Background: an optimization exercise with open tools, aiming at small area, a short achievable clock period and few clock cycles. Do not read the settings as production practice. Function was checked by simulation only, so behaviour that the tests miss may differ from the original. Power is estimated from default activity; no workload was simulated.

build 95:
// pgd_codec
module pgd_codec (
    input  wire        clk,
    input  wire        rst,           
    input  wire        reg_wr,
    input  wire [3:0]  reg_addr,
    input  wire [31:0] reg_wdata,
    output reg  [31:0] reg_rdata,
    output wire        irq,
    output reg         s_en,
    output reg         s_we,
    output reg  [11:0] s_addr,
    output reg  [7:0]  s_wdata,
    input  wire [7:0]  s_rdata,
    output reg         d_en,
    output reg         d_we,
    output reg  [11:0] d_addr,
    output reg  [7:0]  d_wdata,
    input  wire [7:0]  d_rdata,
    output reg         r_en,
    output reg         r_we,
    output reg  [11:0] r_addr,
    output reg  [7:0]  r_wdata,
    input  wire [7:0]  r_rdata
);
Size in the first run: roughly 4300 cells after synthesis, roughly 400 flip-flops, roughly 160 I/O pins, ~34000 um2 of cells after synthesis.
export LEC_CHECK = 0
export CAP_MARGIN = 20
export CORE_MARGIN = 2
export CORE_UTILIZATION = 50
export CTS_CLUSTER_DIAMETER = 100
export CTS_CLUSTER_SIZE = 16
export SETUP_SLACK_MARGIN = 5
export SLEW_MARGIN = 20
export TNS_END_PERCENT = 0
export BUFFER_PORTS_ARGS = -buffer_cell sky130_fd_sc_hd__buf_1
create_clock -name core_clock -period 12.0 [get_ports {clk}]
standard.sh (not shown) runs the stock make flow with config.mk's settings and CLKGATE_MAP_FILE= SYNTH_SCRIPT=/design/flow/synth_recipe.tcl, a recipe that flattens the netlist after the stock synthesis.
==> flow/flow/run.sh <==
#!/bin/bash
set -uo pipefail
MARGIN=6
sed "s/SETUP_SLACK_MARGIN=[0-9.]*/SETUP_SLACK_MARGIN=$MARGIN/" standard.sh > standard_m.sh
cat >> config.mk <<'EOC'
export BUFFER_PORTS_ARGS = -buffer_cell sky130_fd_sc_hd__buf_1
EOC
bash standard_m.sh > standard.log 2>&1
Testbench counts of build 95, summed over its fixed seeds: cycles 159,265.
[inputs] build 34 vs build 95
- CTS_CLUSTER_DIAMETER removed (was 100)
- TNS_END_PERCENT removed (was 0)
- CTS_CLUSTER_SIZE changed from 16 to 24
- CORE_UTILIZATION changed from 50 to 40
- BUFFER_PORTS_ARGS changed from -buffer_cell sky130_fd_sc_hd__buf_1 to -buffer_cell sky130_fd_sc_hd__buf_2
-- flow/flow/run.sh --
<<< build 95, line 5
cat >> config.mk <<'EOC'
export BUFFER_PORTS_ARGS = -buffer_cell sky130_fd_sc_hd__buf_1
EOC
>>> build 34, line 5
cat >> config.mk <<'EOC'
export BUFFER_PORTS_ARGS = -buffer_cell sky130_fd_sc_hd__buf_2
EOC
## What came out
Run comparison: build 34 worst setup path endpoint reg_rdata[4]; build 95 worst setup path endpoint reg_rdata[0]
Diff build 95 -> build 34: final period utilization barely changed; met3 track utilization from global routing dropped 1.2 points; largest net degree at the start of global routing dropped 19%; count of clock buffers in the final design climbed 23.
Run comparison: build 34 library cell contributing the largest single delay on the critical path a222oi_1; build 95 library cell contributing the largest single delay on the critical path nor2_4
Build 95 ended up with registers as its main power-consuming group; build 34 ended up with the clock network.
diff inputs: build 34 => build 59
- CTS_CLUSTER_SIZE removed (was 24)
Results
Diff build 59..build 34 | tapcell count | unchanged. Build 34 -> build 59: starting DRC count in detailed routing delta 0, exact match. There was hardly any difference in data arrival at the endpoint of the critical path between build 34 and build 59. Xor/xnor share of the synthesized area essentially unchanged between build 34 and build 59. Between build 59 and build 34, the worst hold path cell count does not differ in any meaningful way. Diff build 34 -> build 59: full die area stayed essentially flat; layout sequential cell count stayed essentially flat; worst path setup slack after routing stayed essentially flat.
What build 11 does differently from build 59 at the input level:
- setting TNS_END_PERCENT to 5 for the first time
- changing CORE_UTILIZATION from 40 to 45
Findings:
- Build 11 has completed all stages; timing, DRC and antenna checks passed.
- Against build 59 as the reference, build 11 delivers a lower part of the power in registers.
- Between build 59 and build 11, the layout multi-input combinational cell count figures differ only marginally.
- From build 59 to build 11 the numbers moved as follows: die span in y moved down; total vias in the final route level.
- Compared with build 59, build 11 shows a total combinational power that is about 2% lower.
- Summary of build 11 over build 59: die area decreased by 11% relative to the old numbers; power per standard cell area saw an increase.
The inputs of build 28 differ from those of build 11 as listed below.
- CTS_CLUSTER_DIAMETER: unset -> 100
- CTS_CLUSTER_SIZE: unset -> 16
-- flow/flow/run.sh --
<<< build 11, line 2
set -uo pipefail
MARGIN=6
sed "s/SETUP_SLACK_MARGIN=[0-9.]*/SETUP_SLACK_MARGIN=$MARGIN/" standard.sh > standard_m.sh
>>> build 28, line 2
set -uo pipefail
MARGIN=6.3
sed "s/SETUP_SLACK_MARGIN=[0-9.]*/SETUP_SLACK_MARGIN=$MARGIN/" standard.sh > standard_m.sh
[summary]
Share of the core filled with cells in the final layout (higher): build 11
Per the comparison of build 28 with build 11, finished layout cell area went down by about 1.4%, buffering overhead climbed 0.60 points, total length of routed wires shrank by 1600 um, total power per unit cell area decreased 12 nW/um2, maximum achievable frequency rose by 0.43%.
Taking build 11 as the reference point, the number of detailed-route iterations in the first pass of build 28 rises by 1.
On global-route wire length before repair: between build 11 and build 28, it ends up lower for build 28.
Cmp build 28 vs build 11: share of the cycle needed by the critical path after routing lower in build 28
The total of endpoints with negative setup slack in the final report was comparable across build 11 and build 28.

-- what the ideal ports hide --
In the flow no input, the clock included, has a driving cell. The finished layouts below were timed again as built, in two steps.
Step 1, drivers: a clkbuf_16 drives clk and a buf_2 each remaining input, both assumed.
Step 2 also shifts input and output timing later by t, the mid clock arrival at the registers, as if the neighbouring blocks saw the same clock.
Slacks: no drivers / after step 1 / after step 2; pairs: no drivers / after step 1.
run | shift t [ns] | setup WS [ns] | worst data-port slew with drivers (ns)
build 95 | 0.699 | 5.821 / 5.774 / 5.314 | 0.07
build 34 | 0.684 | 5.810 / 5.758 / 5.758 | 0.08
build 59 | 0.684 | 5.810 / 5.758 / 5.758 | 0.08
build 11 | 0.688 | 5.808 / 5.715 / 5.715 | 0.11
build 28 | 0.690 | 5.834 / 5.772 / 5.772 | 0.07
After both steps setup and hold are still met in every run listed. The setup slack of build 95, which loses most, moves by -0.047 ns with the drivers and by -0.507 ns with both steps.
